What follows belongs to an exercise in optimizing a design on an open flow for small area, a short achievable clock period and few clock cycles; a production flow would make more cautious choices. Only simulation tests tie the RTL to the original design; equivalence was not proved. No activity file was given, so power comes from the tool's default toggle rates.

==> design.v <==
module t1_crc16_byte (
    input  wire [15:0] crc_in,
    input  wire [7:0]  data,
    output wire [15:0] crc_out
);
    wire [7:0] x = crc_in[7:0] ^ data;
    wire p04 = x[0] ^ x[4];
    wire p15 = x[1] ^ x[5];
    wire p26 = x[2] ^ x[6];
    wire p37 = x[3] ^ x[7];
    assign crc_out = {p37, p26, p15, p04, x[3],
                      x[2] ^ p37, x[1] ^ p26, x[0] ^ p15,
                      p04 ^ crc_in[15], x[3] ^ crc_in[14], x[2] ^ crc_in[13], x[1] ^ crc_in[12],
                      x[0] ^ p37 ^ crc_in[11], p26 ^ crc_in[10], p15 ^ crc_in[9], p04 ^ crc_in[8]};
endmodule
module t1_check_pcb (
    input  wire [7:0] pcb,
    input  wire       ns_slave,
    input  wire       ns_master,
    input  wire       orig_chained,
    input  wire [7:0] last_tx_pcb,
    output reg  [2:0] code
);
    wire is_i = !pcb[7];
    wire is_r = pcb[7] && !pcb[6];
    wire rsv_ok = is_i ? (pcb[4:0] == 5'd0) :
                  is_r ? (pcb[6:5] == 2'd0 && pcb[3:2] == 2'd0) :
                         !pcb[4];
    wire seq_ok = is_i ? (pcb[6] == ns_slave) :
                  is_r ? (orig_chained || (pcb[4] == ns_master)) :
                         1'b1;
    wire sent_s_req = (last_tx_pcb[7:6] == 2'b11) && !last_tx_pcb[5];
    wire match_ok   = !sent_s_req || (pcb == (last_tx_pcb | 8'h20));
    always @* begin
        if (!rsv_ok)        code = 3'd2;
        else if (!seq_ok)   code = 3'd4;
        else if (!match_ok) code = 3'd5;
        else                code = 3'd0;
    end
endmodule
module t1_check_len (
    input  wire [7:0] pcb,
    input  wire [7:0] len,
    output reg        len_ok
);
    always @* begin
        if (len == 8'd255)
            len_ok = 1'b0;
        else if (!pcb[7])
            len_ok = 1'b1;                  
        else if (!pcb[6])
            len_ok = (len == 8'd0);
        else begin
            case (pcb[3:0])
                4'h1, 4'h3: len_ok = (len == 8'd1);
                4'h0, 4'h2: len_ok = (len == 8'd0);
                4'hF:       len_ok = 1'b1;
                default:    len_ok = 1'b0;
            endcase
        end
    end
endmodule
module t1_tx_framer (
    input  wire       clk,
    input  wire       rst,
    input  wire       in_valid,
    output wire       in_ready,
    input  wire [7:0] in_data,
    input  wire       in_crc,
    output reg        out_valid,
    input  wire       out_ready,
    output reg  [7:0] out_data,
    output wire       out_last
);
    localparam S_NAD  = 3'd0;
    localparam S_PCB  = 3'd1;
    localparam S_LEN  = 3'd2;
    localparam S_DATA = 3'd3;
    localparam S_CK0  = 3'd4;
    localparam S_CK1  = 3'd5;
    reg  [2:0]  state;
    reg         use_crc;
    reg  [7:0]  remaining;
    reg  [15:0] acc;
    assign out_last = (state == S_NAD);
    reg  hdr_r, rbase;
    wire out_free = !out_valid || out_ready;
    wire hdr      = hdr_r;
    assign in_ready = rbase || (hdr_r && out_ready);
    wire load_b   = in_valid && in_ready;
    wire load_ck  = !hdr && out_free;
    wire        mode = (state == S_NAD) ? in_crc : use_crc;
    wire [15:0] crc_next;
    t1_crc16_byte u_crc (.crc_in(acc), .data(in_data), .crc_out(crc_next));
    reg [2:0] state_n;
    reg       ov_n;
    always @* begin
        state_n = state;
        ov_n    = out_valid && !out_ready;
        if (load_b) begin
            ov_n = 1'b1;
            case (state)
                S_NAD:   state_n = S_PCB;
                S_PCB:   state_n = S_LEN;
                S_LEN:   state_n = (in_data == 8'd0) ? S_CK0 : S_DATA;
                default: if (remaining == 8'd1) state_n = S_CK0;
            endcase
        end
        if (load_ck) begin
            ov_n    = 1'b1;
            state_n = (state == S_CK0 && use_crc) ? S_CK1 : S_NAD;
        end
    end
    always @(posedge clk) begin
        if (rst) begin
            state     <= S_NAD;
            out_valid <= 1'b0;
            acc       <= 16'hFFFF;
            hdr_r     <= 1'b1;
            rbase     <= 1'b1;
        end else begin
            if (out_free)
                out_valid <= 1'b0;
            if (load_b) begin
                out_valid <= 1'b1;
                out_data  <= in_data;
                acc       <= mode ? crc_next : {acc[15:8], acc[7:0] ^ in_data};
                case (state)
                    S_NAD: begin
                        use_crc <= in_crc;
                        state   <= S_PCB;
                    end
                    S_PCB: state <= S_LEN;
                    S_LEN: begin
                        remaining <= in_data;
                        state     <= (in_data == 8'd0) ? S_CK0 : S_DATA;
                    end
                    default: begin
                        remaining <= remaining - 8'd1;
                        if (remaining == 8'd1)
                            state <= S_CK0;
                    end
                endcase
            end
            hdr_r <= !state_n[2];
            rbase <= !state_n[2] && !ov_n;
            if (load_ck) begin
                out_valid <= 1'b1;
                out_data  <= ~acc[7:0];
                acc       <= {8'hFF, acc[15:8]};
                if (state == S_CK0 && use_crc) begin
                    state    <= S_CK1;
                end else begin
                    state    <= S_NAD;
                end
            end
        end
    end
endmodule
module t1_rx_deframer (
    input  wire        clk,
    input  wire        rst,
    input  wire        in_valid,
    output wire        in_ready,
    input  wire [7:0]  in_data,
    input  wire        in_crc,
    input  wire        ns_slave,
    input  wire        ns_master,
    input  wire        orig_chained,
    input  wire [7:0]  last_tx_pcb,
    output wire        data_valid,
    input  wire        data_ready,
    output wire [7:0]  data_out,
    output reg         stat_valid,
    input  wire        stat_ready,
    output reg  [7:0]  stat_nad,
    output reg  [7:0]  stat_pcb,
    output reg  [7:0]  stat_len,
    output wire [1:0]  stat_kind,
    output wire [15:0] stat_cksum,
    output reg  [2:0]  stat_code
);
    reg st_nad, st_pcb, st_len, st_data, st_drop, st_ck0, st_ck1;
    reg  [7:0]  h;
    reg         hv;
    reg         use_crc;
    reg  [7:0]  remaining;
    reg  [15:0] acc;
    reg         go;
    reg         rbase;
    reg         wait_nad;
    reg         data_valid_r;
    assign stat_cksum = acc;
    assign stat_kind  = {stat_pcb[7] & stat_pcb[6], stat_pcb[7] & ~stat_pcb[6]};
    assign data_out   = h;
    assign data_valid = data_valid_r;
    wire cons = go || (wait_nad && stat_ready) || (data_valid_r && data_ready);
    assign in_ready = rbase || (wait_nad && stat_ready) || (data_valid_r && data_ready);
    wire last = (st_ck0 && !use_crc) || st_ck1;
    wire data_end = (remaining == 8'd1);
    wire        mode     = st_nad ? in_crc : use_crc;
    wire [15:0] acc_base = acc | {16{st_nad}};
    wire [15:0] crc_next;
    t1_crc16_byte u_crc (.crc_in(acc_base), .data(h), .crc_out(crc_next));
    wire [15:0] acc_next = mode ? crc_next : {acc_base[15:8], acc_base[7:0] ^ h};
    wire [2:0] pcb_code;
    t1_check_pcb u_chk_pcb (
        .pcb         (h),
        .ns_slave    (ns_slave),
        .ns_master   (ns_master),
        .orig_chained(orig_chained),
        .last_tx_pcb (last_tx_pcb),
        .code        (pcb_code)
    );
    wire len_ok;
    t1_check_len u_chk_len (.pcb(stat_pcb), .len(h), .len_ok(len_ok));
    wire ck_match = (h == ~acc[7:0]);
    reg hv_n, nad_n, pcb_n, len_n, data_n, drop_n, ck0_n, ck1_n, sv_n;
    always @* begin
        hv_n   = in_ready ? in_valid : hv;
        nad_n  = st_nad;
        pcb_n  = st_pcb;
        len_n  = st_len;
        data_n = st_data;
        drop_n = st_drop;
        ck0_n  = st_ck0;
        ck1_n  = st_ck1;
        sv_n   = stat_valid && !stat_ready;
        if (cons) begin
            nad_n  = last;
            pcb_n  = st_nad;
            len_n  = st_pcb;
            data_n = (st_len && h != 8'd0) || (st_data && !data_end);
            drop_n = st_data && data_end && (&stat_len);
            ck0_n  = (st_len && h == 8'd0) || (st_data && data_end && !(&stat_len)) ||
                     st_drop;
            ck1_n  = st_ck0 && use_crc;
            if (last)
                sv_n = 1'b1;
        end
    end
    always @(posedge clk) begin
        if (rst) begin
            hv           <= 1'b0;
            st_nad       <= 1'b1;
            st_pcb       <= 1'b0;
            st_len       <= 1'b0;
            st_data      <= 1'b0;
            st_drop      <= 1'b0;
            st_ck0       <= 1'b0;
            st_ck1       <= 1'b0;
            stat_valid   <= 1'b0;
            go           <= 1'b0;
            rbase        <= 1'b1;
            wait_nad     <= 1'b0;
            data_valid_r <= 1'b0;
        end else begin
            hv           <= hv_n;
            st_nad       <= nad_n;
            st_pcb       <= pcb_n;
            st_len       <= len_n;
            st_data      <= data_n;
            st_drop      <= drop_n;
            st_ck0       <= ck0_n;
            st_ck1       <= ck1_n;
            stat_valid   <= sv_n;
            go           <= hv_n && ((!nad_n && !data_n) || (nad_n && !sv_n));
            rbase        <= !hv_n || (!nad_n && !data_n) || (nad_n && !sv_n);
            wait_nad     <= hv_n && nad_n;
            data_valid_r <= hv_n && data_n;
        end
        if (in_ready)
            h <= in_data;
        if (cons && !(st_ck0 || st_ck1))
            acc <= acc_next;
        if (cons && st_nad) begin
            stat_nad <= h;
            use_crc  <= in_crc;
        end
        if (cons && st_pcb) begin
            stat_pcb  <= h;
            stat_code <= pcb_code;
        end
        if (cons && st_len) begin
            stat_len  <= h;
            remaining <= {h[7:1], h[0] & ~(&h)};
            if (stat_code != 3'd2 && !len_ok)
                stat_code <= 3'd3;
        end
        if (cons && st_data)
            remaining <= remaining - 8'd1;
        if (cons && (st_ck0 || st_ck1)) begin
            acc <= use_crc ? {h, acc[15:8]} : {8'h00, h};
            if (!ck_match)
                stat_code <= 3'd1;
        end
    end
endmodule
module t1_codec (
    input  wire        clk,
    input  wire        rst,
    input  wire        tx_in_valid,
    output wire        tx_in_ready,
    input  wire [7:0]  tx_in_data,
    input  wire        tx_in_crc,
    output wire        tx_out_valid,
    input  wire        tx_out_ready,
    output wire [7:0]  tx_out_data,
    output wire        tx_out_last,
    input  wire        rx_in_valid,
    output wire        rx_in_ready,
    input  wire [7:0]  rx_in_data,
    input  wire        rx_in_crc,
    input  wire        rx_ns_slave,
    input  wire        rx_ns_master,
    input  wire        rx_orig_chained,
    input  wire [7:0]  rx_last_tx_pcb,
    output wire        rx_data_valid,
    input  wire        rx_data_ready,
    output wire [7:0]  rx_data,
    output wire        rx_stat_valid,
    input  wire        rx_stat_ready,
    output wire [7:0]  rx_stat_nad,
    output wire [7:0]  rx_stat_pcb,
    output wire [7:0]  rx_stat_len,
    output wire [1:0]  rx_stat_kind,
    output wire [15:0] rx_stat_cksum,
    output wire [2:0]  rx_stat_code
);
    t1_tx_framer u_tx (
        .clk      (clk),
        .rst      (rst),
        .in_valid (tx_in_valid),
        .in_ready (tx_in_ready),
        .in_data  (tx_in_data),
        .in_crc   (tx_in_crc),
        .out_valid(tx_out_valid),
        .out_ready(tx_out_ready),
        .out_data (tx_out_data),
        .out_last (tx_out_last)
    );
    t1_rx_deframer u_rx (
        .clk         (clk),
        .rst         (rst),
        .in_valid    (rx_in_valid),
        .in_ready    (rx_in_ready),
        .in_data     (rx_in_data),
        .in_crc      (rx_in_crc),
        .ns_slave    (rx_ns_slave),
        .ns_master   (rx_ns_master),
        .orig_chained(rx_orig_chained),
        .last_tx_pcb (rx_last_tx_pcb),
        .data_valid  (rx_data_valid),
        .data_ready  (rx_data_ready),
        .data_out    (rx_data),
        .stat_valid  (rx_stat_valid),
        .stat_ready  (rx_stat_ready),
        .stat_nad    (rx_stat_nad),
        .stat_pcb    (rx_stat_pcb),
        .stat_len    (rx_stat_len),
        .stat_kind   (rx_stat_kind),
        .stat_cksum  (rx_stat_cksum),
        .stat_code   (rx_stat_code)
    );
endmodule
==> flow/run.sh <==
#!/bin/bash
# The standard layout, with: plain buffers on the ports; sizing free to
# change a cell's footprint; a clock tree of larger clusters of small
# clock buffers without dummy loads; and an area-oriented ABC mapping
# script (flow/abc_area.script) in place of ORFS's (ABC_AREA is set).
# Everything else, registers included, is the standard synthesis and flow.
set -euo pipefail
here=$(pwd)
rm -rf "$here/scripts"
cp -r "$FLOW_HOME/scripts" "$here/scripts"
cp "$here/flow/abc_area.script" "$here/scripts/abc_area.script"
cat >> config.mk <<'MK'
export BUFFER_PORTS_ARGS = -buffer_cell sky130_fd_sc_hd__buf_1
export CTS_ARGS = -sink_clustering_enable -repair_clock_nets -dont_use_dummy_load -sink_clustering_size 30 -sink_clustering_max_diameter 80 -buf_list {sky130_fd_sc_hd__clkbuf_4 sky130_fd_sc_hd__clkbuf_8}
MK
bash standard.sh MATCH_CELL_FOOTPRINT=0 SCRIPTS_DIR="$here/scripts" finish > standard.log 2>&1
==> flow/abc_area.script <==
strash
dch -f
map -D 1000
topo
stime -c
buffer -c
upsize -c
dnsize -c
==> standard.sh <==
#!/bin/bash
# synth_recipe.tcl (not shown) runs the flow's synth.tcl, then flattens the netlist and writes it again
# the make line also repeats each setting of config.mk as NAME=value (left out here)
make -C /OpenROAD-flow-scripts/flow DESIGN_CONFIG=/design/flow/config.mk WORK_HOME=/design/flow/orfs CLKGATE_MAP_FILE= SYNTH_SCRIPT=/design/flow/synth_recipe.tcl "${@:-finish}"
==> config.mk <==
export PLATFORM = sky130hd
export DESIGN_NAME = t1_codec
export DESIGN_NICKNAME = t1_codec
export VERILOG_FILES = /design/flow/design.v
export SDC_FILE = /design/flow/constraint.sdc
export NUM_CORES = 4
export LEC_CHECK = 0
export ABC_AREA = 1
export CAP_MARGIN = 20
export CORE_MARGIN = 2
export CORE_UTILIZATION = 40
export SETUP_SLACK_MARGIN = 2.0
export SLEW_MARGIN = 20
export BUFFER_PORTS_ARGS = -buffer_cell sky130_fd_sc_hd__buf_1
export CTS_ARGS = -sink_clustering_enable -repair_clock_nets -dont_use_dummy_load -sink_clustering_size 30 -sink_clustering_max_diameter 80 -buf_list {sky130_fd_sc_hd__clkbuf_4 sky130_fd_sc_hd__clkbuf_8}
==> constraint.sdc <==
create_clock -name core_clock -period 4.0 [get_ports {clk}]
set_input_delay 0.8000 -clock core_clock [delete_from_list [all_inputs] [get_ports {clk}]]
set_output_delay 0.8000 -clock core_clock [all_outputs]
set_load 0.01 [all_outputs]
==> qor.csv, run 1 <==
metric;value;unit
number of global-route vias before repair;4697;
area delta synth->final;19.9;%
Die Area;15400;um^2
commonest non-fill, non-tap cell in the layout;nand2_1;
Fmax;490;MHz
worst path buffer plus inverter count;2;
Startpoint Class;input pin;
via count;4967;
cell area after synthesis;5770;um^2
number of antenna violations at the first check in global routing;0;
fin. max-slew vios;0;
Slew HR;64.6;%
Worst EP required;3.20;ns
net count after synthesis;664;
Yosys cell types;51;
ANT cells;0;
layout cell share with drive strength beyond 1;15.1;%
wire length of the first global-routing pass;24.4;mm
setup TNS;0;ns
Yosys top cell area share;38.5;%
Tmin final;2.04;ns
synth warn;4;
clk buf depth;2;
leakage;2.59;nW
Final setup viols;0;
Hold WS;0.467;ns
worst vdd ir;0.299;mV
post-cts hold buffer count;0;
WL final;15.6;mm
CP max FO;2;
CTS Buf Count;9;
gpl congestion;0.910;
Die W;124;um
Reg clk slew, reported paths;0.08;ns
fin nets;796;
Largest delay share family, worst path;buffers and inverters;
most frequent cells in the layout;nand2_1 (104), buf_1 (94), edfxtp_1 (74), nor2_1 (56), o21ai_0 (50);
Routed wire per std cell;16.7;um
CP endpoint kind;primary output;
FILL cells;1325;
post-route antenna net violation count;0;
Worst-Margin Slew;0.532;ns
Max stage delay on crit path;0.16;ns
port buffer count;102;
sequential cell area fraction in the yosys report;51.7;%
DR vias/cell;5.32;
post-DP HPWL;10.8;mm
DRC;0;
Mapped Cells;624;
status;timing/DRC/antenna clean;
post-synthesis average cell area;9.25;um^2
WS Path Type;input pin to primary output;
Detailed Routing Iterations Pass 1;5;
worst-skew pair later-pin latency;0.39;ns
initial drt markers;309;
period utilisation layout;51.0;%
Clock Skew;0.0362;ns
pin count of the biggest net entering global routing;27;
CP cell instances;buf_1, nand2_2, nand3b_1, buf_2;
Root Buffer;clkbuf_8;
CTS tree;yes;
max-cap violations;0;
CTS H-tree depth;3;
GRT overflow;0;
Die H;124;um
Initial Util;41.3;%
CP max-delay cell;buf_2;
number of synthesized register bits;112;
endpoints failing hold;0;
Top Ports;103;
total core area;14000;um^2
Crit path arrival time;1.24;ns
clk sinks;112;
Worst Hold Class;flip-flop to flip-flop;
largest cells by area after synthesis;edfxtp_1 (38%), dfxtp_1 (13%), nand2_1 (7.2%);
RSZ-0062 raised after global routing;true;
largest area contributor in the netlist;edfxtp_1;
Power Density;486;nW/um^2
std cell rows;43;
GRT Overall Usage;20.8;%
-- worst register-to-register path: cells and delay by family (launching register included) --
family,cells,cell delay [ns]
flip-flops,1,0.51
AO/OA/AOI/OAI,4,0.87
AND/OR/NAND/NOR,2,0.20
buffers and inverters,1,0.21
-- final timing paths --
kind	startpoint	end	slack, ns	depth (start not counted)
worst min-delay path	u_rx.st_len$_SDFFE_PP0N_	u_rx.st_len$_SDFFE_PP0N_	0.47	2
worst min register to register	u_rx.st_len$_SDFFE_PP0N_	u_rx.st_len$_SDFFE_PP0N_	0.47	2
worst max-delay path	rx_data_ready	rx_in_ready	1.96	4
worst max register to register	u_rx.h[0]$_DFFE_PN_	u_rx.stat_code[0]$_DFF_P_	2.07	7
-- cells by family (layout without fill, tap and decap cells) --
group	count (synthesis)	after routing	synth area share [%]
AND/OR/NAND/NOR	217	217	16.0
AO/OA/AOI/OAI	160	160	16.4
flip-flops	112	112	51.7
buffers and inverters	74	204	5.46
XOR/XNOR	56	56	9.40
adder cells (fa/ha/maj)	4	4	0.867
multiplexers	1	1	0.195
-- stage by stage --
stage	utilization (%)	setup WS [ns]	area (um^2)	power, mW	cells
global placement	45.1	1.43	6310	2.72	889
finish	49.5	1.96	6920	3.37	934
floorplan	-	2.01	5790	2.43	624
CTS	48.0	1.92	6710	3.32	927
detailed placement	45.1	1.34	6310	2.73	889
global route	49.5	1.92	6920	3.59	934
-- sequential cells by signal, indices dropped and copies added, names as in the netlist, 8 cells and up --
register,cells
u_rx.acc,16
u_tx.acc,16
u_rx.h,8
u_rx.remaining,8
u_rx.stat_len,8
u_rx.stat_nad,8
u_rx.stat_pcb,8
u_tx.out_data,8
u_tx.remaining,8
-- cells in the mapped netlist (all sizes together) --
library cell	number
inv	54
buf	10
o22ai	7
clkinv	1
o211ai	15
or2	5
a32oi	1
a21oi	43
nand4	7
a22oi	4
nor2	66
a221oi	5
mux2	1
dfxtp	38
nand3	8
clkbuf	9
and3	2
xnor2	19
o21ai	71
nor4	5
a311o	2
ha	4
a31oi	4
o2bb2ai	1
xor2	37
nand2	113
o41ai	2
a211oi	1
o2111ai	1
nor3	8
nand3b	3
o31ai	1
o21a	1
o221ai	1
edfxtp	74
-- routing by layer --
metal	share of wire, %	GRT usage (%)	wire [um]	up-vias
li1	-	-	-	2413
met1	42	25.6	6500	2357
met2	51	37.1	7940	170
met3	5.4	3.71	847	27
met4	2.2	6.53	346	0
met5	0	0	0	-
-- power breakdown --
part           internal (mW)  switching [mW]
combinational          0.457           0.735
sequential              1.45           0.188
clock                  0.203           0.337
-- timing repair --
action | in CTS | in global routing
endpoints found under the setup margin | 55 | 60
gates resized for setup | 16 | 40
hold endpoints to repair | 0 | 0
setup buffers | 29 | 7
pin swaps | 2 | 11
-- layout make-up --
class | instances | area (um^2) | share of cell area [%]
well taps | 180 | 225 | 3.25
repair buffers | 140 | 728 | 10.5
inverters | 55 | 215 | 3.11
clock buffers | 9 | 124 | 1.79
multi-input cells | 438 | 2640 | 38.1
flip-flops and latches | 112 | 2990 | 43.2
Testbench counts, summed over its fixed seeds: cycles 17,575.
==> inputs of run 2 (changes only) <==
==> flow/abc_area.script (replaced) <==
strash
dch -f
map -D 1200
topo
stime -c
buffer -c
upsize -c
dnsize -c
==> qor.csv, run 2 <==
metric;value;unit;change
status;timing/DRC/antenna clean;;
clk buf depth;2;;unchanged
post-DP HPWL;10.8;mm;+0.36%
Final Cell Area;7150;um^2;+3.3%
WL final;16.4;mm;+5.0%
total core area;14000;um^2;unchanged
commonest non-fill, non-tap cell in the layout;nand2_1;;
max-cap violations;0;;unchanged
number of global-route vias before repair;4620;;-1.6%
CP max-delay cell;buf_2;;
number of synthesized register bits;112;;unchanged
Worst-Margin Slew;0.545;ns;+0.0136 ns
CP endpoint kind;primary output;;
Pint;2.14;mW;+1.8%
post-route antenna net violation count;0;;unchanged
initial drt markers;256;;-17%
Power Density;476;nW/um^2;-2.0%
Mapped Cells;621;;-0.48%
area delta synth->final;24.3;%;
ANT cells;0;;unchanged
Final setup viols;0;;unchanged
most frequent cells in the layout;nand2_1 (106), buf_1 (92), edfxtp_1 (74), buf_4 (61), o21ai_0 (59);;
CP cell instances;buf_8, nand2_8, nand3b_1, buf_2;;
Yosys cell types;51;;unchanged
Initial Util;41.1;%;-0.15 points
placed inst area;6290;um^2;-0.40%
Die W;124;um;-0.18%
clk sinks;112;;unchanged
Net Switching;1.26;mW;+0.38%
CTS H-tree depth;3;;unchanged
fin cells;959;;+2.7%
Largest regs;u_rx.acc x16, u_tx.acc x16;;
Yosys top cell area share;38.6;%;+0.14 points
DR vias/cell;5.33;;+0.24%
Logic pwr share;36.5;%;+1.1 points
Detailed Routing Iterations Pass 1;5;;unchanged
number of antenna violations at the first check in global routing;1;;+1
Clock Skew;0.0443;ns;+0.00814 ns
Crit path arrival time;1.24;ns;about the same
sequential cell area fraction in the yosys report;51.8;%;+0.19 points
net count after synthesis;661;;-0.45%
Tmin final;2.04;ns;+0.00125 ns
post-cts hold buffer count;0;;unchanged
clock share of power;16.4;%;+0.4 points
worst path buffer plus inverter count;2;;unchanged
Largest delay share family, worst path;buffers and inverters;;
top-count cell post-synth;nand2_1;;
RSZ-0062 raised after global routing;true;;
Reg clk slew, reported paths;0.09;ns;about the same
Routed wire per std cell;17.1;um;+2.3%
Top Ports;103;;unchanged
CP max FO;2;;unchanged
WS Path Type;input pin to primary output;;
Async SR Flop Fraction;0;%;unchanged
cell area after synthesis;5750;um^2;-0.37%
Die H;124;um;-0.18%
largest cells by area after synthesis;edfxtp_1 (39%), dfxtp_1 (13%), nand2_1 (7.4%);;
Startpoint Class;input pin;;
post-synthesis average cell area;9.26;um^2;+0.11%
placed insts;886;;-0.34%
Post-synth EDFFs;74;;unchanged
period utilisation layout;51.1;%;about the same
Worst Hold Class;flip-flop to flip-flop;;
endpoints failing hold;0;;unchanged
via count;5112;;+2.9%
largest area contributor in the netlist;edfxtp_1;;
Fmax;490;MHz;about the same
worst-skew pair later-pin latency;0.39;ns;about the same
pin count of the biggest net entering global routing;26;;-3.7%
wire length of the first global-routing pass;23.7;mm;-2.7%
Commonest cells post-synth;nand2_1 (113), edfxtp_1 (74), nor2_1 (63);;
DRC;0;;unchanged
Worst EP required;3.20;ns;about the same
synth warn;4;;unchanged
leakage;2.71;nW;+4.6%
worst vdd ir;0.366;mV;+22%
port buffer count;102;;unchanged
register share of total power;47.2;%;-1.3 points
Die Area;15400;um^2;-0.36%
gpl congestion;0.903;;-0.73%
most used flip-flop cell after synthesis;edfxtp_1;;
CTS tree;yes;;
Root Buffer;clkbuf_8;;
fin. max-slew vios;0;;unchanged
layout cell share with drive strength beyond 1;19.0;%;+3.9 points
Switching Share;37.1;%;-0.32 points
CTS Buf Count;9;;unchanged
GRT Overall Usage;20.4;%;-0.41 points
Slew HR;63.5;%;-1.0 points
std cell rows;43;;unchanged
setup TNS;0;ns;unchanged
GRT overflow;0;;unchanged
fin nets;821;;+3.1%
Max stage delay on crit path;0.17;ns;about the same
run 2: changes by cell type after synthesis, moves of 4 or more:
cell / previous run / this run
a221oi_1: 5 / 0
inv_1: 46 / 42
o21ai_0: 50 / 61
o21ai_1: 19 / 4
o211ai_1: 15 / 20
a21oi_1: 42 / 48
run 2: final timing paths:
path	cells past startpoint	to	slack, ns	start
min	2	u_rx.st_len$_SDFFE_PP0N_	0.47	u_rx.st_len$_SDFFE_PP0N_
max reg2reg	9	u_rx.acc[7]$_DFFE_PP_	2.07	u_rx.h[0]$_DFFE_PN_
min reg2reg	2	u_rx.st_len$_SDFFE_PP0N_	0.47	u_rx.st_len$_SDFFE_PP0N_
max	4	rx_in_ready	1.96	rx_stat_ready
run 2: final cells by class:
type                    instances  area [um^2]
fillers                      1329         6840
flip-flops and latches        112         2990
multi-input cells             440         2640
repair buffers                167          955
well taps                     180          225
inverters                      51          218
clock buffers                   9          124
run 2: worst register-to-register path: stages (launching register included):
cell and delay, ns:
edfxtp_1 0.48, buf_4 0.19, buf_4 0.13, nor2_2 0.14, a21oi_4 0.07, xnor2_2 0.28, xor2_1 0.17, nand2_1 0.08
nand2_1 0.06, o21ai_0 0.06
run 2: repair_timing:
item | in CTS | in global routing
gates resized for setup | 20 | 57
pin swaps | 5 | 14
setup endpoints to repair | 65 | 63
buffers inserted | 34 | 28
cloned | 0 | 2
run 2: kinds of logic after synthesis:
family	count (synthesis)	synth area share (%)
flip-flops	112	51.8
adder cells (fa/ha/maj)	4	0.870
buffers and inverters	71	5.68
AND/OR/NAND/NOR	220	16.4
XOR/XNOR	54	8.74
multiplexers	1	0.196
AO/OA/AOI/OAI	159	16.3
run 2: power groups by stage:
stage          sequential, mW  clock (mW)  combinational (mW)
2_1_floorplan            1.59           0               0.786
3_3_place_gp             1.62           0                1.01
3_5_place_dp             1.62           0                1.03
4_1_cts                  1.59       0.574                1.12
5_1_grt                  1.62       0.612                1.38
6_report                 1.61       0.558                1.24
run 2: metal layers:
layer	track usage, %	vias to the layer above	part of all wire, %
met5	0	-	0.067
met4	4.49	2	1.5
met3	5.04	16	5.7
met2	35.7	163	50
met1	25.6	2469	43
li1	-	2462	-
run 2: stage by stage:
| step | hold WS (ns) | setup slack [ns] | utilization, % | total power, mW |
|---|---|---|---|---|
| after floorplan | 0.441 | 2.01 | - | 2.37 |
| final | 0.471 | 1.96 | 51.1 | 3.41 |
| after global placement | 0.454 | 1.20 | 44.9 | 2.63 |
| after global routing | 0.497 | 1.92 | 51.1 | 3.61 |
| after CTS | 0.472 | 1.90 | 48.1 | 3.28 |
| after detailed placement | 0.459 | 1.11 | 44.9 | 2.65 |
==> inputs of run 3 (changes only) <==
==> flow/abc_area.script (replaced) <==
strash
dch -f
map -D 800
topo
stime -c
buffer -c
upsize -c
dnsize -c
==> qor.csv, run 3 <==
metric;value;unit;change
net count after synthesis;730;;+10%
hold depth;2;;unchanged
Worst-Margin Slew;0.863;ns;+0.318 ns
WS Path Type;input pin to primary output;;
Routed wire per std cell;16.8;um;-1.8%
Die W;126;um;+1.5%
synth warn;4;;unchanged
post-synthesis mux area share;0.169;%;-0.027 points
Final Cell Area;7000;um^2;-2.1%
gpl congestion;0.892;;-1.3%
worst reg2reg path endpoint;u_rx.stat_code[2]$_DFF_P_;;
fin cells;999;;+4.2%
Mapped Cells;690;;+11%
leakage;2.72;nW;+0.47%
std cell rows;44;;+2.3%
CP max FO;2;;unchanged
simple-gate portion of the synthesized area;21.0;%;+4.7 points
Logic pwr share;37.9;%;+1.4 points
GRT Overall Usage;20.7;%;+0.29 points
most frequent cells in the layout;nand2_1 (126), buf_1 (95), edfxtp_1 (74), inv_1 (61), nor2_1 (60);;
most used flip-flop cell after synthesis;edfxtp_1;;
Switching Share;39.0;%;+1.9 points
fin nets;857;;+4.4%
pin count of the biggest net entering global routing;27;;+3.8%
endpoints failing hold;0;;unchanged
DRC;0;;unchanged
post-synthesis average cell area;8.60;um^2;-7.2%
worst-skew pair later-pin latency;0.39;ns;about the same
adder-cell share of the synthesized area;0.843;%;-0.027 points
port buffer count;102;;unchanged
Async SR Flop Fraction;0;%;unchanged
Crit path arrival time;1.23;ns;about the same
Pint;2.17;mW;+1.5%
footprint of the multi-input gates;2680;um^2;+1.5%
post-cts hold buffer count;0;;unchanged
Slew HR;42.4;%;-21 points
commonest non-fill, non-tap cell in the layout;nand2_1;;
DR vias/cell;5.46;;+2.4%
reg-to-reg critical path startpoint;u_rx.h[3]$_DFFE_PN_;;
Net Switching;1.39;mW;+10%
clk buf depth;2;;unchanged
Worst EP required;3.20;ns;about the same
xor/xnor cell area share of the yosys netlist;4.58;%;-4.2 points
Reg clk slew, reported paths;0.08;ns;about the same
ANT cells;0;;unchanged
Startpoint Class;input pin;;
R2R Setup Slk;2.12;ns;+0.05 ns
CTS H-tree depth;3;;unchanged
via count;5452;;+6.7%
wire length of the first global-routing pass;26.2;mm;+11%
clock share of power;15.5;%;-0.9 points
cell area after synthesis;5930;um^2;+3.2%
total core area;14500;um^2;+3.9%
Die H;126;um;+1.5%
CTS Buf Count;9;;unchanged
compound-gate portion of the synthesized area;16.5;%;+0.24 points
layout cell share with drive strength beyond 1;12.5;%;-6.5 points
CTS tree;yes;;
R2R cell count;7;;-2
FF+latch area;2990;um^2;-0.17%
RSZ-0062 raised after global routing;true;;
Die Area;15800;um^2;+3.1%
Worst Hold Class;flip-flop to flip-flop;;
Commonest cells post-synth;nand2_1 (129), edfxtp_1 (74), nor2_1 (69);;
post-route antenna net violation count;0;;unchanged
GRT overflow;0;;unchanged
number of global-route vias before repair;5101;;+10%
Worst Hold End;u_rx.st_len$_SDFFE_PP0N_;;
Yosys cell types;50;;-2.0%
Tmin final;2.03;ns;-0.00816 ns
Largest regs;u_rx.acc x16, u_tx.acc x16;;
post-DP HPWL;11.6;mm;+6.9%
WL final;16.8;mm;+2.3%
FILL cells;1407;;+5.9%
setup TNS;0;ns;unchanged
start point of the worst min-delay path;u_rx.st_len$_SDFFE_PP0N_;;
Final setup viols;0;;unchanged
Root Buffer;clkbuf_8;;
number of antenna violations at the first check in global routing;0;;-1
Clock Skew;0.0261;ns;-0.0182 ns
Power Density;509;nW/um^2;+6.9%
clk sinks;112;;unchanged
main combinational cell family by area after synthesis;simple AND/OR/NAND/NOR gates;;
Detailed Routing Iterations Pass 1;7;;+2
status;timing/DRC/antenna clean;;
worst vdd ir;0.383;mV;+4.5%
initial drt markers;467;;+82%
Top Ports;103;;unchanged
area delta synth->final;18.0;%;
Initial Util;40.8;%;-0.30 points
period utilisation layout;50.9;%;-0.20 points
Post-synth EDFFs;74;;unchanged
fin. max-slew vios;0;;unchanged
max-cap violations;0;;unchanged
register share of total power;46.6;%;-0.6 points
Fmax;492;MHz;+0.40%
placed inst area;6470;um^2;+3.0%
largest area contributor in the netlist;edfxtp_1;;
top-count cell post-synth;nand2_1;;
placed insts;956;;+7.9%
sequential cell area fraction in the yosys report;50.3;%;-1.6 points
Yosys top cell area share;37.4;%;-1.2 points
CP endpoint kind;primary output;;
number of synthesized register bits;112;;unchanged
largest cells by area after synthesis;edfxtp_1 (37%), dfxtp_1 (13%), nand2_1 (8.2%);;
[run 3: cells by family (layout without fill, tap and decap cells)]
logic type      count (synthesis)  count (layout)
compound gates                164             165
xor+xnor                       31              31
fa+ha+maj                       4               4
flops                         112             112
buf+inv                        94             217
mux                             1               1
simple gates                  284             285
[run 3: stage by stage]
step,util [%],hold slack [ns],power (mW),worst slack (ns)
3_3_place_gp,44.5,0.453,2.86,1.38
4_1_cts,47.1,0.471,3.50,1.86
2_1_floorplan,-,0.441,2.56,2.00
5_1_grt,48.2,0.493,3.79,1.87
6_report,48.2,0.466,3.57,1.97
3_5_place_dp,44.5,0.459,2.88,1.34
[run 3: critical path, cell delays in order]
cell      delay (ns)
buf_1           0.08
nand2_2         0.08
nand3b_1        0.12
buf_2           0.16
[run 3: layer usage]
metal	vias up	GRT usage [%]	share of wire, %
met5	-	0	0
met4	0	6.79	2.1
met3	26	3.95	5.5
met2	212	36.2	50
met1	2573	25.9	42
li1	2641	-	-
[run 3: final cells by class]
type                            count  area share [%]
Sequential cell                   112            42.7
Inverter                           71            3.91
Timing Repair Buffer              137            10.2
Multi-Input combinational cell    486            38.2
Clock buffer                        9            1.77
Tap cell                          184            3.29
[run 3: power by group through the flow]
stage	logic (mW)	registers, mW	clock network (mW)
finish	1.35	1.66	0.554
detailed placement	1.19	1.69	0
floorplan	0.898	1.66	0
global placement	1.17	1.68	0
CTS	1.28	1.65	0.566
global route	1.51	1.68	0.601
[run 3: worst max path at each step]
stage / start / end / slack (ns)
after floorplan: rx_data_ready / rx_in_ready / 2.00
after global routing: rx_data_ready / u_rx.stat_code[2]$_DFF_P_ / 1.87
after detailed placement: tx_out_ready / u_tx.out_data[6]$_DFFE_PP_ / 1.34
final: rx_data_ready / rx_in_ready / 1.97
after CTS: rx_stat_ready / rx_in_ready / 1.86
after global placement: tx_out_ready / u_tx.out_data[5]$_DFFE_PP_ / 1.38
[run 3: what timing repair did]
action,4_1_cts,5_1_grt
pin swaps,4,7
cloned,1,1
gates resized for setup,14,30
setup buffers,24,8
setup endpoints to repair,75,87
==> inputs of run 4 (changes only) <==
--- a/flow/run.sh
+++ b/flow/run.sh
@@ -3,3 +3,3 @@
 # change a cell's footprint; a clock tree of larger clusters of small
-# clock buffers without dummy loads; and an area-oriented ABC mapping
+# clock buffers without dummy loads; and an delay-constrained (map -D), area-recovering ABC mapping
 # script (flow/abc_area.script) in place of ORFS's (ABC_AREA is set).
==> flow/abc_area.script (replaced) <==
strash
dch -f
map -D 1000
topo
==> qor.csv, run 4 <==
metric;value;unit;change
status;timing/DRC/antenna clean;;
register share of total power;47.2;%;+0.6 points
clk sinks;112;;unchanged
Root Buffer;clkbuf_8;;
cell area after synthesis;5560;um^2;-6.3%
layout cell share with drive strength beyond 1;17.2;%;+4.7 points
synth warn;4;;unchanged
top-count cell post-synth;nand2_1;;
initial drt markers;377;;-19%
endpoints failing hold;0;;unchanged
R2R cell count;8;;+1
WS Path Type;flip-flop to primary output;;
Initial Util;40.5;%;-0.30 points
clock share of power;16.4;%;+0.9 points
wire length of the first global-routing pass;24.3;mm;-7.3%
hold depth;2;;unchanged
worst-skew pair later-pin latency;0.40;ns;about the same
Switching Share;37.3;%;-1.8 points
max-cap violations;0;;unchanged
std cell rows;43;;-2.3%
critical path depth in cells;2;;-2
worst path buffer plus inverter count;2;;unchanged
RSZ-0062 raised after global routing;true;;
post-cts hold buffer count;0;;unchanged
commonest non-fill, non-tap cell in the layout;nand2_1;;
post-DP HPWL;10.7;mm;-7.5%
ANT cells;0;;unchanged
Detailed Routing Iterations Pass 1;5;;-2
Fmax;486;MHz;-1.1%
Pint;2.14;mW;-1.5%
GRT overflow;0;;unchanged
DRC;0;;unchanged
CTS H-tree depth;3;;unchanged
pin count of the biggest net entering global routing;27;;unchanged
fin cells;946;;-5.3%
CP max-delay cell;edfxtp_1;;
most used flip-flop cell after synthesis;edfxtp_1;;
leakage;2.49;nW;-8.3%
Max stage delay on crit path;0.56;ns;+0.40 ns
Yosys cell types;32;;-36%
largest area contributor in the netlist;edfxtp_1;;
GRT Overall Usage;21.4;%;+0.71 points
area delta synth->final;27.0;%;
gpl congestion;0.838;;-6.1%
Slew HR;50.3;%;+7.9 points
Mapped Cells;605;;-12%
grt met2 use;34.7;%;-1.5 points
period utilisation layout;51.4;%;+0.55 points
Final setup viols;0;;unchanged
Crit path arrival time;1.26;ns;+0.03 ns
cell repeated most along the worst path;buf_6;;
number of antenna violations at the first check in global routing;0;;unchanged
Worst Hold Class;flip-flop to flip-flop;;
Largest delay share family, worst path;flip-flops;;
CP endpoint kind;primary output;;
Routed wire per std cell;16.8;um;-0.31%
Worst EP required;3.20;ns;about the same
sequential cell area fraction in the yosys report;53.6;%;+3.4 points
Worst-Margin Slew;0.745;ns;-0.118 ns
DR vias/cell;5.34;;-2.2%
placed insts;893;;-6.6%
slack of the critical path;1.94;ns;-0.0220 ns
CTS tree;yes;;
number of synthesized register bits;112;;unchanged
Reg clk slew, reported paths;0.12;ns;+0.04 ns
Hold WS;0.462;ns;-0.00381 ns
Die H;122;um;-3.1%
met3 usage;3.75;%;-0.21 points
Commonest cells post-synth;nand2_1 (113), edfxtp_1 (74), o21ai_0 (71);;
Largest regs;u_rx.acc x16, u_tx.acc x16;;
Async SR Flop Fraction;0;%;unchanged
CP cell instances;buf_6, buf_6;;
post-route antenna net violation count;0;;unchanged
worst vdd ir;0.352;mV;-8.2%
Startpoint Class;flip-flop;;
port buffer count;102;;unchanged
total core area;13700;um^2;-5.6%
CP max FO;5;;+3
Top Ports;103;;unchanged
Yosys top cell area share;40.0;%;+2.5 points
Die W;122;um;-3.1%
Post-synth EDFFs;74;;unchanged
pre-CTS WS;1.15;ns;-0.187 ns
via count;5048;;-7.4%
GR Util met1;28.5;%;+2.6 points
largest cells by area after synthesis;edfxtp_1 (40%), dfxtp_1 (14%), nand2_1 (7.6%);;
Logic pwr share;36.3;%;-1.6 points
fin. max-slew vios;0;;unchanged
Die Area;14900;um^2;-6.1%
Net Switching;1.27;mW;-8.7%
fin nets;808;;-5.7%
most frequent cells in the layout;nand2_1 (105), buf_1 (91), edfxtp_1 (74), o21ai_0 (67), nor2_1 (58);;
number of global-route vias before repair;4702;;-7.8%
post-synthesis average cell area;9.19;um^2;+6.9%
setup TNS;0;ns;unchanged
GR peak layer;met2;;
Power Density;483;nW/um^2;-5.1%
Clock Skew;0.0353;ns;+0.00920 ns
WL final;15.9;mm;-5.6%
CTS Buf Count;9;;unchanged
Tmin final;2.06;ns;+0.0220 ns
clk buf depth;2;;unchanged
net count after synthesis;645;;-12%
[run 4: cell count changes after synthesis, sizes merged, moves of 15 or more]
cell	previous run	this run
inv	71	0
clkinv	0	55
nand3	43	8
nand2	134	113
buf	17	0
o21ai	56	71
[run 4: cell families (layout without fill, tap and decap cells)]
logic type      Yosys count  after routing  synth area share, %
compound gates          160            160                 16.6
xor+xnor                 56             56                 8.82
fa+ha+maj                 4              4                0.900
buf+inv                  55            216                 3.71
flops                   112            112                 53.6
mux                       1              1                0.203
simple gates            217            217                 16.1
[run 4: path summary, 6_finish.rpt]
path | start | to | slack, ns
max | u_rx.h[2]$_DFFE_PN_ | rx_data[2] | 1.94
min | u_rx.st_len$_SDFFE_PP0N_ | u_rx.st_len$_SDFFE_PP0N_ | 0.46
max reg2reg | u_rx.h[5]$_DFFE_PN_ | u_rx.stat_code[2]$_DFF_P_ | 2.06
min reg2reg | u_rx.st_len$_SDFFE_PP0N_ | u_rx.st_len$_SDFFE_PP0N_ | 0.46
[run 4: area by class of cell]
class                           count  area [um^2]
Clock buffer                        9          124
Fill cell                        1288         6660
Inverter                           55          243
Multi-Input combinational cell    438         2610
Sequential cell                   112         2990
Tap cell                          180          225
Timing Repair Buffer              151          861
Timing Repair inverter              1         5.00
[run 4: what timing repair did]
| action | CTS | global route |
|---|---|---|
| pin swaps | 5 | 6 |
| buffers inserted | 26 | 17 |
| cloned | 0 | 1 |
| resized for setup | 46 | 46 |
| endpoints found under the setup margin | 53 | 55 |
[run 4: power by group through the flow]
stage                     sequential [mW]  clock, mW  combinational [mW]
after detailed placement             1.63          0                1.05
after global routing                 1.63      0.613                1.38
final                                1.61      0.561                1.24
after global placement               1.62          0                1.03
after CTS                            1.60      0.574                1.14
after floorplan                      1.61          0               0.755
[run 4: worst min-delay path: stages (launching register included)]
cell     delay [ns]
dfxtp_1        0.31
nand2_1        0.06
a21oi_1        0.05
[run 4: through the flow]
stage	utilization (%)	instance area [um^2]	total power, mW
detailed placement	45.8	6280	2.68
global route	51.5	7060	3.62
CTS	49.1	6740	3.31
global placement	45.8	6280	2.66
floorplan	-	5630	2.37
finish	51.5	7060	3.41
[run 4: layer usage]
metal | vias up | share of wire, % | wire length (um)
li1 | 2445 | - | -
met4 | 0 | 2.4 | 377
met3 | 27 | 6.2 | 979
met2 | 197 | 48 | 7670
met5 | - | 0 | 0
met1 | 2379 | 43 | 6830
==> inputs of run 5 (changes only) <==
==> flow/abc_area.script (replaced) <==
strash
dch -f
map -D 1000
topo
stime -c
buffer -c
upsize -c
dnsize -c
--- a/config.mk
+++ b/config.mk
@@ -11,3 +11,3 @@
 export CORE_UTILIZATION = 40
-export SETUP_SLACK_MARGIN = 2.0
+export SETUP_SLACK_MARGIN = 1.9
 export SLEW_MARGIN = 20
==> qor.csv, run 5 <==
metric;value;unit;change
status;timing/DRC/antenna clean;;
total core area;14000;um^2;+2.0%
CP cell instances;clkbuf_2, nand2_2, nand3b_1, buf_2;;
setup TNS;0;ns;unchanged
Reg clk slew, reported paths;0.10;ns;-0.02 ns
WL final;15.3;mm;-3.7%
CP max-delay cell;buf_2;;
main combinational cell family by area after synthesis;compound AO/OA/AOI/OAI gates;;
Routed wire per std cell;16.5;um;-1.6%
Die H;124;um;+1.8%
max-cap violations;0;;unchanged
Worst-Margin Slew;0.556;ns;-0.189 ns
top-count cell post-synth;nand2_1;;
Max stage delay on crit path;0.16;ns;-0.40 ns
port buffer count;102;;unchanged
Yosys cell types;51;;+59%
post-synthesis mux area share;0.195;%;-0.0075 points
Clock Skew;0.0221;ns;-0.0133 ns
DRC;0;;unchanged
number of global-route vias before repair;4602;;-2.1%
leakage;2.49;nW;-0.33%
endpoints failing hold;0;;unchanged
worst path buffer plus inverter count;2;;unchanged
net count after synthesis;664;;+2.9%
clk buf depth;2;;unchanged
GRT Overall Usage;20.2;%;-1.2 points
std cell rows;43;;unchanged
Initial Util;41.3;%;+0.75 points
fin nets;788;;-2.5%
Post-synth EDFFs;74;;unchanged
compound-gate portion of the synthesized area;16.4;%;-0.20 points
post-DP HPWL;10.6;mm;-0.99%
Pwr Total;3.30;mW;-3.3%
Tmin final;2.06;ns;+0.00256 ns
Power Density;493;nW/um^2;+2.1%
clk sinks;112;;unchanged
Startpoint Class;input pin;;
Async SR Flop Fraction;0;%;unchanged
most used flip-flop cell after synthesis;edfxtp_1;;
Largest delay share family, worst path;buffers and inverters;;
Detailed Routing Iterations Pass 1;4;;-1
number of synthesized register bits;112;;unchanged
CTS H-tree depth;3;;unchanged
Final setup viols;0;;unchanged
via count;4902;;-2.9%
Hold WS;0.475;ns;+0.0126 ns
largest cells by area after synthesis;edfxtp_1 (38%), dfxtp_1 (13%), nand2_1 (7.2%);;
cell area after synthesis;5770;um^2;+3.8%
CP endpoint kind;primary output;;
fin. max-slew vios;0;;unchanged
ANT cells;0;;unchanged
Yosys top cell area share;38.5;%;-1.5 points
pin count of the biggest net entering global routing;27;;unchanged
Root Buffer;clkbuf_8;;
worst-skew pair later-pin latency;0.39;ns;about the same
largest area contributor in the netlist;edfxtp_1;;
commonest non-fill, non-tap cell in the layout;nand2_1;;
Top Ports;103;;unchanged
initial drt markers;289;;-23%
period utilisation layout;51.5;%;+0.064 points
gpl congestion;0.921;;+9.9%
layout cell share with drive strength beyond 1;11.4;%;-5.8 points
post-cts hold buffer count;0;;unchanged
number of antenna violations at the first check in global routing;0;;unchanged
WS Path Type;input pin to primary output;;
CTS Buf Count;9;;unchanged
Slew HR;62.9;%;+13 points
worst vdd ir;0.331;mV;-5.9%
Die Area;15400;um^2;+3.7%
CP max FO;2;;-3
DR vias/cell;5.29;;-0.79%
Worst EP required;3.20;ns;about the same
simple-gate portion of the synthesized area;16.0;%;-0.099 points
post-layout util;47.8;%;-3.7 points
wire length of the first global-routing pass;23.6;mm;-2.8%
Mapped Cells;624;;+3.1%
Worst Hold Class;flip-flop to flip-flop;;
Commonest cells post-synth;nand2_1 (111), edfxtp_1 (74), nor2_1 (63);;
synth warn;4;;unchanged
sequential cell area fraction in the yosys report;51.7;%;-2.0 points
RSZ-0062 raised after global routing;false;;
post-route antenna net violation count;0;;unchanged
area delta synth->final;15.8;%;
post-synthesis average cell area;9.25;um^2;+0.69%
Fmax;486;MHz;-0.12%
xor/xnor cell area share of the yosys netlist;9.40;%;+0.58 points
GRT overflow;0;;unchanged
adder-cell share of the synthesized area;0.867;%;-0.033 points
most frequent cells in the layout;nand2_1 (107), buf_1 (100), edfxtp_1 (74), nor2_1 (59), o21ai_0 (50);;
Crit path arrival time;1.26;ns;about the same
Largest regs;u_rx.acc x16, u_tx.acc x16;;
CTS tree;yes;;
Die W;124;um;+1.8%
-- run 5: cell types whose count changed after synthesis, moves of 3 or more --
cell / delta
xor2_2: +5
buf_2: +5
inv_1: +46
xor2_1: -5
nor2_2: +3
buf_6: +3
nor2_1: -3
inv_2: +6
clkbuf_1: +9
o21ai_0: -21
o21ai_1: +19
clkinv_1: -54
-- run 5: cells by family (layout without fill, tap and decap cells) --
| kind of cell | Yosys count | count (layout) |
|---|---|---|
| adders and majority gates | 4 | 4 |
| buffers and inverters | 74 | 196 |
| xor gates and xnor gates | 56 | 56 |
| and+or+nand+nor | 217 | 217 |
| DFF | 112 | 112 |
| muxes | 1 | 1 |
| AOI/OAI and AO/OA | 160 | 160 |
-- run 5: path summary, 6_finish.rpt --
check,slack [ns],cells past startpoint,end,from
max,1.94,4,rx_in_ready,rx_stat_ready
min,0.47,2,u_rx.st_len$_SDFFE_PP0N_,u_rx.st_len$_SDFFE_PP0N_
max reg2reg,2.07,6,u_rx.acc[3]$_DFFE_PP_,u_rx.h[7]$_DFFE_PN_
min reg2reg,0.47,2,u_rx.st_len$_SDFFE_PP0N_,u_rx.st_len$_SDFFE_PP0N_
-- run 5: routing by layer --
layer | wire (um) | track usage [%]
met3 | 947 | 3.85
met4 | 335 | 8.92
met1 | 6690 | 26.2
met5 | 0 | 0
met2 | 7290 | 32.8
-- run 5: per-stage QoR --
step	cell area [um^2]	instances	worst slack [ns]
finish	6690	926	1.94
global route	6690	926	1.90
CTS	6540	911	1.88
detailed placement	6310	889	1.31
global placement	6310	889	1.41
floorplan	5790	624	1.97
-- run 5: layout make-up --
cell class              count  area, um^2
clock buffers               9         124
fillers                  1369        7300
inverters                  55         211
multi-input cells         438        2530
flip-flops and latches    112        2990
well taps                 180         225
repair buffers            132         611
-- run 5: worst min-delay path: cells and delay by family, from the launching register on --
family	cells	cell delay [ns]
compound gates	1	0.05
flops	1	0.32
simple gates	1	0.06
-- run 5: power by group --
part | internal [mW] | switching [mW] | total [mW]
combinational | 0.424 | 0.704 | 1.13
clock | 0.203 | 0.356 | 0.559
sequential | 1.44 | 0.170 | 1.61
total | 2.07 | 1.23 | 3.30
-- run 5: what timing repair did --
item | CTS | global route
buffers inserted | 13 | 15
setup endpoints to repair | 42 | 34
pin swaps | 0 | 2
gates resized for setup | 5 | 11
==> inputs of run 6 (changes only) <==
--- a/config.mk
+++ b/config.mk
@@ -11,3 +11,3 @@
 export CORE_UTILIZATION = 40
-export SETUP_SLACK_MARGIN = 1.9
+export SETUP_SLACK_MARGIN = 1.5
 export SLEW_MARGIN = 20
==> qor.csv, run 6 <==
metric;value;unit;change
Clock Skew;0.0237;ns;+0.00165 ns
hold depth;2;;unchanged
pin count of the biggest net entering global routing;27;;unchanged
net count after synthesis;664;;unchanged
Commonest cells post-synth;nand2_1 (111), edfxtp_1 (74), nor2_1 (63);;
worst-skew pair later-pin latency;0.38;ns;about the same
Initial Util;41.3;%;unchanged
GRT Overall Usage;19.8;%;-0.36 points
Net Switching;1.21;mW;-1.8%
Worst Hold Class;flip-flop to flip-flop;;
Tmin final;2.45;ns;+0.390 ns
setup TNS;0;ns;unchanged
Die H;124;um;unchanged
Worst-Margin Slew;0.752;ns;+0.196 ns
total core area;14000;um^2;unchanged
R2R cell count;7;;+1
Switching Share;37.1;%;-0.18 points
RSZ-0062 raised after global routing;true;;
GRT overflow;0;;unchanged
Async SR Flop Fraction;0;%;unchanged
Pint;2.05;mW;-1.1%
WS Path Type;input pin to primary output;;
Root Buffer;clkbuf_8;;
slack of the critical path;1.55;ns;-0.390 ns
Routed wire per std cell;16.6;um;+0.88%
Top Ports;103;;unchanged
gpl congestion;0.854;;-7.3%
DRC;0;;unchanged
worst vdd ir;0.327;mV;-1.1%
Die W;124;um;unchanged
initial drt markers;327;;+13%
fin. max-slew vios;0;;unchanged
period utilisation layout;61.2;%;+9.8 points
post-cts hold buffer count;0;;unchanged
reg-to-reg critical path startpoint;u_rx.h[0]$_DFFE_PN_;;
Yosys cell types;51;;unchanged
Detailed Routing Iterations Pass 1;5;;+1
Power Density;504;nW/um^2;+2.3%
most frequent cells in the layout;nand2_1 (111), buf_1 (102), edfxtp_1 (74), nor2_1 (60), o21ai_0 (50);;
sequential cell area fraction in the yosys report;51.7;%;unchanged
Startpoint Class;input pin;;
clk buf depth;2;;unchanged
post-route antenna net violation count;0;;unchanged
Worst EP required;3.20;ns;about the same
post-DP HPWL;10.9;mm;+2.4%
top-count cell post-synth;nand2_1;;
status;timing/DRC/antenna clean;;
number of synthesized register bits;112;;unchanged
Crit path arrival time;1.65;ns;+0.39 ns
Final setup viols;0;;unchanged
endpoints failing hold;0;;unchanged
ANT cells;0;;unchanged
R2R Setup Slk;1.81;ns;-0.26 ns
area delta synth->final;11.7;%;
largest area contributor in the netlist;edfxtp_1;;
DR vias/cell;5.39;;+1.9%
layout cell share with drive strength beyond 1;6.95;%;-4.4 points
number of antenna violations at the first check in global routing;0;;unchanged
CP endpoint kind;primary output;;
leakage;2.36;nW;-5.3%
Slew HR;49.6;%;-13 points
clock share of power;17.1;%;+0.2 points
Reg clk slew, reported paths;0.09;ns;about the same
WL final;14.9;mm;-2.1%
Fmax;408;MHz;-16%
Die Area;15400;um^2;unchanged
Post-synth EDFFs;74;;unchanged
Mapped Cells;624;;unchanged
CTS H-tree depth;3;;unchanged
via count;4848;;-1.1%
FILL cells;1413;;+3.2%
CTS Buf Count;9;;unchanged
most used flip-flop cell after synthesis;edfxtp_1;;
Yosys top cell area share;38.5;%;unchanged
CTS tree;yes;;
worst setup path end;rx_in_ready;;
Largest regs;u_rx.acc x16, u_tx.acc x16;;
number of global-route vias before repair;4534;;-1.5%
pre-CTS WS;0.998;ns;-0.315 ns
cell area after synthesis;5770;um^2;unchanged
fin nets;761;;-3.4%
wire length of the first global-routing pass;23.2;mm;-2.0%
worst reg2reg path endpoint;u_rx.stat_code[0]$_DFF_P_;;
Logic pwr share;33.1;%;-1.1 points
clk sinks;112;;unchanged
post-synthesis average cell area;9.25;um^2;unchanged
commonest non-fill, non-tap cell in the layout;nand2_1;;
Worst Setup SP;rx_stat_ready;;
port buffer count;102;;unchanged
std cell rows;43;;unchanged
CP max FO;10;;+8
synth warn;4;;unchanged
largest cells by area after synthesis;edfxtp_1 (38%), dfxtp_1 (13%), nand2_1 (7.2%);;
max-cap violations;0;;unchanged
register share of total power;49.8;%;+0.9 points
-- run 6: metrics by stage --
stage / std cells / util, % / area [um^2] / hold WS [ns] / power (mW)
global route: 899 / 46.1 / 6450 / 0.503 / 3.48
finish: 899 / 46.1 / 6450 / 0.501 / 3.25
CTS: 898 / 45.9 / 6420 / 0.501 / 3.26
global placement: 889 / 45.0 / 6290 / 0.452 / 2.68
detailed placement: 889 / 45.0 / 6290 / 0.482 / 2.70
floorplan: 624 / - / 5770 / 0.441 / 2.43
-- run 6: timing repair --
item                       CTS  global route
gates cloned                 0             0
resized for setup            1             5
setup buffers                0             1
setup endpoints to repair    8            35
-- run 6: power by group through the flow --
stage	combinational (mW)	sequential, mW	clock (mW)
after floorplan	0.815	1.61	0
after CTS	1.07	1.62	0.570
after global placement	1.04	1.64	0
after global routing	1.22	1.65	0.616
final	1.08	1.62	0.557
after detailed placement	1.06	1.64	0
-- run 6: layout make-up --
| cell class | count | area (um^2) | area share (%) |
|---|---|---|---|
| sequential | 112 | 2980 | 46.3 |
| multi-input combinational | 438 | 2500 | 38.8 |
| timing repair buffer | 105 | 405 | 6.29 |
| tap | 180 | 225 | 3.49 |
| inverter | 55 | 211 | 3.28 |
| clock buffer | 9 | 124 | 1.92 |
-- run 6: how the worst min path moves through the flow --
stage                                         start                         to  slack (ns)
after floorplan            u_rx.st_len$_SDFFE_PP0N_   u_rx.st_len$_SDFFE_PP0N_        0.44
after global placement    u_rx.st_drop$_SDFFE_PP0N_  u_rx.st_drop$_SDFFE_PP0N_        0.45
after detailed placement   u_rx.st_pcb$_SDFFE_PP0N_   u_rx.st_pcb$_SDFFE_PP0N_        0.48
after CTS                 u_rx.st_drop$_SDFFE_PP0N_  u_rx.st_drop$_SDFFE_PP0N_        0.50
after global routing      u_rx.st_drop$_SDFFE_PP0N_  u_rx.st_drop$_SDFFE_PP0N_        0.50
final                      u_rx.st_pcb$_SDFFE_PP0N_   u_rx.st_pcb$_SDFFE_PP0N_        0.50
-- run 6: cells by family after synthesis --
family	share of synthesized area [%]
AO/OA/AOI/OAI	16.4
XOR/XNOR	9.40
flip-flops	51.7
adder cells (fa/ha/maj)	0.867
AND/OR/NAND/NOR	16.0
buffers and inverters	5.46
multiplexers	0.195
-- run 6: worst max-delay path: stages --
cell      delay (ns)
buf_1           0.09
nand2_1         0.13
nand3b_1        0.38
buf_1           0.25
-- run 6: layer usage --
metal | global-route usage [%] | up-vias | wire [um]
met3 | 3.75 | 22 | 992
met1 | 25.9 | 2294 | 6500
li1 | - | 2348 | -
met5 | 0 | - | 0
met2 | 32.8 | 184 | 7150
met4 | 7.30 | 0 | 306
==> inputs of run 7 (changes only) <==
--- a/config.mk
+++ b/config.mk
@@ -11,3 +11,3 @@
 export CORE_UTILIZATION = 40
-export SETUP_SLACK_MARGIN = 1.5
+export SETUP_SLACK_MARGIN = 1.7
 export SLEW_MARGIN = 20
==> qor.csv, run 7 <==
metric;value;unit;change
status;timing/DRC/antenna clean;;
layout cell share with drive strength beyond 1;7.61;%;+0.65 points
largest cells by area after synthesis;edfxtp_1 (38%), dfxtp_1 (13%), nand2_1 (7.2%);;
number of synthesized register bits;112;;unchanged
cell repeated most along the worst path;o211ai_1;;
Routed wire per std cell;16.7;um;+0.61%
Clock Skew;0.0227;ns;-0.00103 ns
worst path buffer plus inverter count;1;;-1
Power Density;503;nW/um^2;-0.28%
Detailed Routing Iterations Pass 1;5;;unchanged
net count after synthesis;664;;unchanged
leakage;2.37;nW;+0.76%
Root Buffer;clkbuf_8;;
Die H;124;um;unchanged
Yosys top cell area share;38.5;%;unchanged
ANT cells;0;;unchanged
Final setup viols;0;;unchanged
Startpoint Class;flip-flop;;
gpl congestion;0.854;;unchanged
Worst EP required;4.27;ns;+1.07 ns
Slew HR;48.1;%;-1.5 points
Yosys cell types;51;;unchanged
pre-CTS WS;0.998;ns;unchanged
post-DP HPWL;10.9;mm;unchanged
CP max-delay cell;edfxtp_1;;
wire length of the first global-routing pass;23.2;mm;+0.21%
sequential cell area fraction in the yosys report;51.7;%;unchanged
area delta synth->final;12.4;%;
fin. max-slew vios;0;;unchanged
CTS Buf Count;9;;unchanged
largest area contributor in the netlist;edfxtp_1;;
period utilisation layout;55.0;%;-6.3 points
slack of the critical path;1.80;ns;+0.250 ns
DRC;0;;unchanged
setup TNS;0;ns;unchanged
endpoints failing hold;0;;unchanged
worst vdd ir;0.334;mV;+2.1%
Async SR Flop Fraction;0;%;unchanged
WL final;15.1;mm;+1.1%
port buffer count;102;;unchanged
pin count of the biggest net entering global routing;27;;unchanged
DR vias/cell;5.40;;+0.17%
most used flip-flop cell after synthesis;edfxtp_1;;
CTS tree;yes;;
Fmax;455;MHz;+11%
clk buf depth;2;;unchanged
synth warn;4;;unchanged
most frequent cells in the layout;nand2_1 (110), buf_1 (102), edfxtp_1 (74), nor2_1 (60), o21ai_0 (50);;
Crit path arrival time;2.47;ns;+0.82 ns
top-count cell post-synth;nand2_1;;
Worst-Margin Slew;0.774;ns;+0.0223 ns
CP cell instances;inv_1, nand3_1, nor2_1, o211ai_1, a311o_1, nand3_2, o211ai_1;;
CTS H-tree depth;3;;unchanged
via count;4878;;+0.62%
worst-skew pair later-pin latency;0.39;ns;about the same
Worst Hold Class;flip-flop to flip-flop;;
fin nets;765;;+0.53%
RSZ-0062 raised after global routing;true;;
cell area after synthesis;5770;um^2;unchanged
Commonest cells post-synth;nand2_1 (111), edfxtp_1 (74), nor2_1 (63);;
number of global-route vias before repair;4547;;+0.29%
total core area;14000;um^2;unchanged
WS Path Type;flip-flop to flip-flop;;
Tmin final;2.20;ns;-0.250 ns
Mapped Cells;624;;unchanged
post-route antenna net violation count;0;;unchanged
Largest regs;u_rx.acc x16, u_tx.acc x16;;
Max stage delay on crit path;0.62;ns;+0.24 ns
max-cap violations;0;;unchanged
Reg clk slew, reported paths;0.11;ns;+0.02 ns
Post-synth EDFFs;74;;unchanged
Die Area;15400;um^2;unchanged
Die W;124;um;unchanged
Top Ports;103;;unchanged
initial drt markers;362;;+11%
Initial Util;41.3;%;unchanged
CP max FO;9;;-1
number of antenna violations at the first check in global routing;0;;unchanged
Largest delay share family, worst path;flip-flops;;
GRT Overall Usage;19.9;%;+0.059 points
clk sinks;112;;unchanged
post-synthesis average cell area;9.25;um^2;unchanged
GRT overflow;0;;unchanged
CP endpoint kind;flip-flop;;
std cell rows;43;;unchanged
commonest non-fill, non-tap cell in the layout;nand2_1;;
run 7: cell counts after synthesis:
No cell type changed its count.
run 7: final timing paths:
| check | from | endpoint | slack (ns) | depth (start not counted) |
|---|---|---|---|---|
| hold reg to reg | u_rx.st_pcb$_SDFFE_PP0N_ | u_rx.st_pcb$_SDFFE_PP0N_ | 0.50 | 2 |
| setup reg to reg | u_rx.h[0]$_DFFE_PN_ | u_rx.stat_code[0]$_DFF_P_ | 1.80 | 7 |
| hold / removal | u_rx.st_pcb$_SDFFE_PP0N_ | u_rx.st_pcb$_SDFFE_PP0N_ | 0.50 | 2 |
| setup / recovery | u_rx.h[0]$_DFFE_PN_ | u_rx.stat_code[0]$_DFF_P_ | 1.80 | 7 |
run 7: final cells by class:
| class | instances | area (um^2) |
|---|---|---|
| clock buffers | 9 | 124 |
| fillers | 1406 | 7500 |
| multi-input cells | 438 | 2510 |
| well taps | 180 | 225 |
| inverters | 55 | 211 |
| repair buffers | 109 | 435 |
| flip-flops and latches | 112 | 2980 |
run 7: cells by family (layout without fill, tap and decap cells):
family	after synthesis	count (layout)	share of synthesized area [%]
AO/OA/AOI/OAI	160	160	16.4
XOR/XNOR	56	56	9.40
adder cells (fa/ha/maj)	4	4	0.867
buffers and inverters	74	173	5.46
flip-flops	112	112	51.7
multiplexers	1	1	0.195
AND/OR/NAND/NOR	217	217	16.0
run 7: through the flow:
step / cell area, um^2 / utilization (%) / cells / hold WS (ns) / total power, mW
after floorplan: 5770 / - / 624 / 0.441 / 2.43
after global placement: 6290 / 45.0 / 889 / 0.452 / 2.68
after detailed placement: 6290 / 45.0 / 889 / 0.482 / 2.70
after CTS: 6440 / 46.1 / 899 / 0.501 / 3.26
after global routing: 6490 / 46.4 / 903 / 0.503 / 3.49
final: 6490 / 46.4 / 903 / 0.501 / 3.26
run 7: metal layers:
| layer | track usage, % | vias up | wire length, um |
|---|---|---|---|
| met5 | 0 | - | 0 |
| met4 | 7.44 | 0 | 358 |
| met3 | 3.75 | 26 | 912 |
| met2 | 32.9 | 162 | 7230 |
| met1 | 25.9 | 2336 | 6610 |
| li1 | - | 2354 | - |
run 7: worst register-to-register path, cell delays in order (launching register included):
cell and delay, ns:
edfxtp_1 0.62, inv_1 0.37, nand3_1 0.15, nor2_1 0.35, o211ai_1 0.13, a311o_1 0.30, nand3_2 0.08, o211ai_1 0.09
run 7: repair_timing:
action / CTS / global route
pin swaps: 1 / 0
setup buffers: 1 / 4
setup endpoints to repair: 33 / 39
resized for setup: 3 / 5
hold buffers: 0 / 0
run 7: power by group:
part           internal (mW)  switching, mW  total [mW]
registers               1.44          0.180        1.62
logic                  0.403          0.680        1.08
clock network          0.204          0.354       0.558

-- static timing again, ports no longer ideal --
No port has a modelled driver above. Below, the same layouts with a new extraction and two added sets of constraints. Step 1 (the two cells are an assumption about what drives the block):
set clk [get_ports {clk}]
set_driving_cell -lib_cell sky130_fd_sc_hd__clkbuf_16 $clk
set_driving_cell -lib_cell sky130_fd_sc_hd__buf_2 [delete_from_list [all_inputs] $clk]
Step 2, shift: input delay + t, output delay - t, t = (earliest + latest rising clock arrival at the registers) / 2. This alone moves slack from input paths to output paths. a / b / c = ideal / step 1 / step 2; a / b = the first two.
run | shift t [ns] | setup WS [ns] | worst hold slack (ns)
run 1 | 0.406 | 1.959 / 1.934 / 1.689 | 0.467 / 0.467 / 0.467
run 2 | 0.404 | 1.957 / 1.912 / 1.594 | 0.471 / 0.471 / 0.471
run 3 | 0.407 | 1.965 / 1.929 / 1.592 | 0.466 / 0.466 / 0.466
run 4 | 0.418 | 1.943 / 1.907 / 1.700 | 0.462 / 0.462 / 0.462
run 5 | 0.412 | 1.941 / 1.915 / 1.637 | 0.475 / 0.475 / 0.475
run 6 | 0.401 | 1.551 / 1.505 / 1.402 | 0.501 / 0.501 / 0.501
run 7 | 0.403 | 1.801 / 1.774 / 1.515 | 0.501 / 0.501 / 0.501
After both steps every run listed still meets setup and hold. For run 3, which loses most, drivers alone change the setup slack by -0.036 ns; drivers and shift together by -0.373 ns.
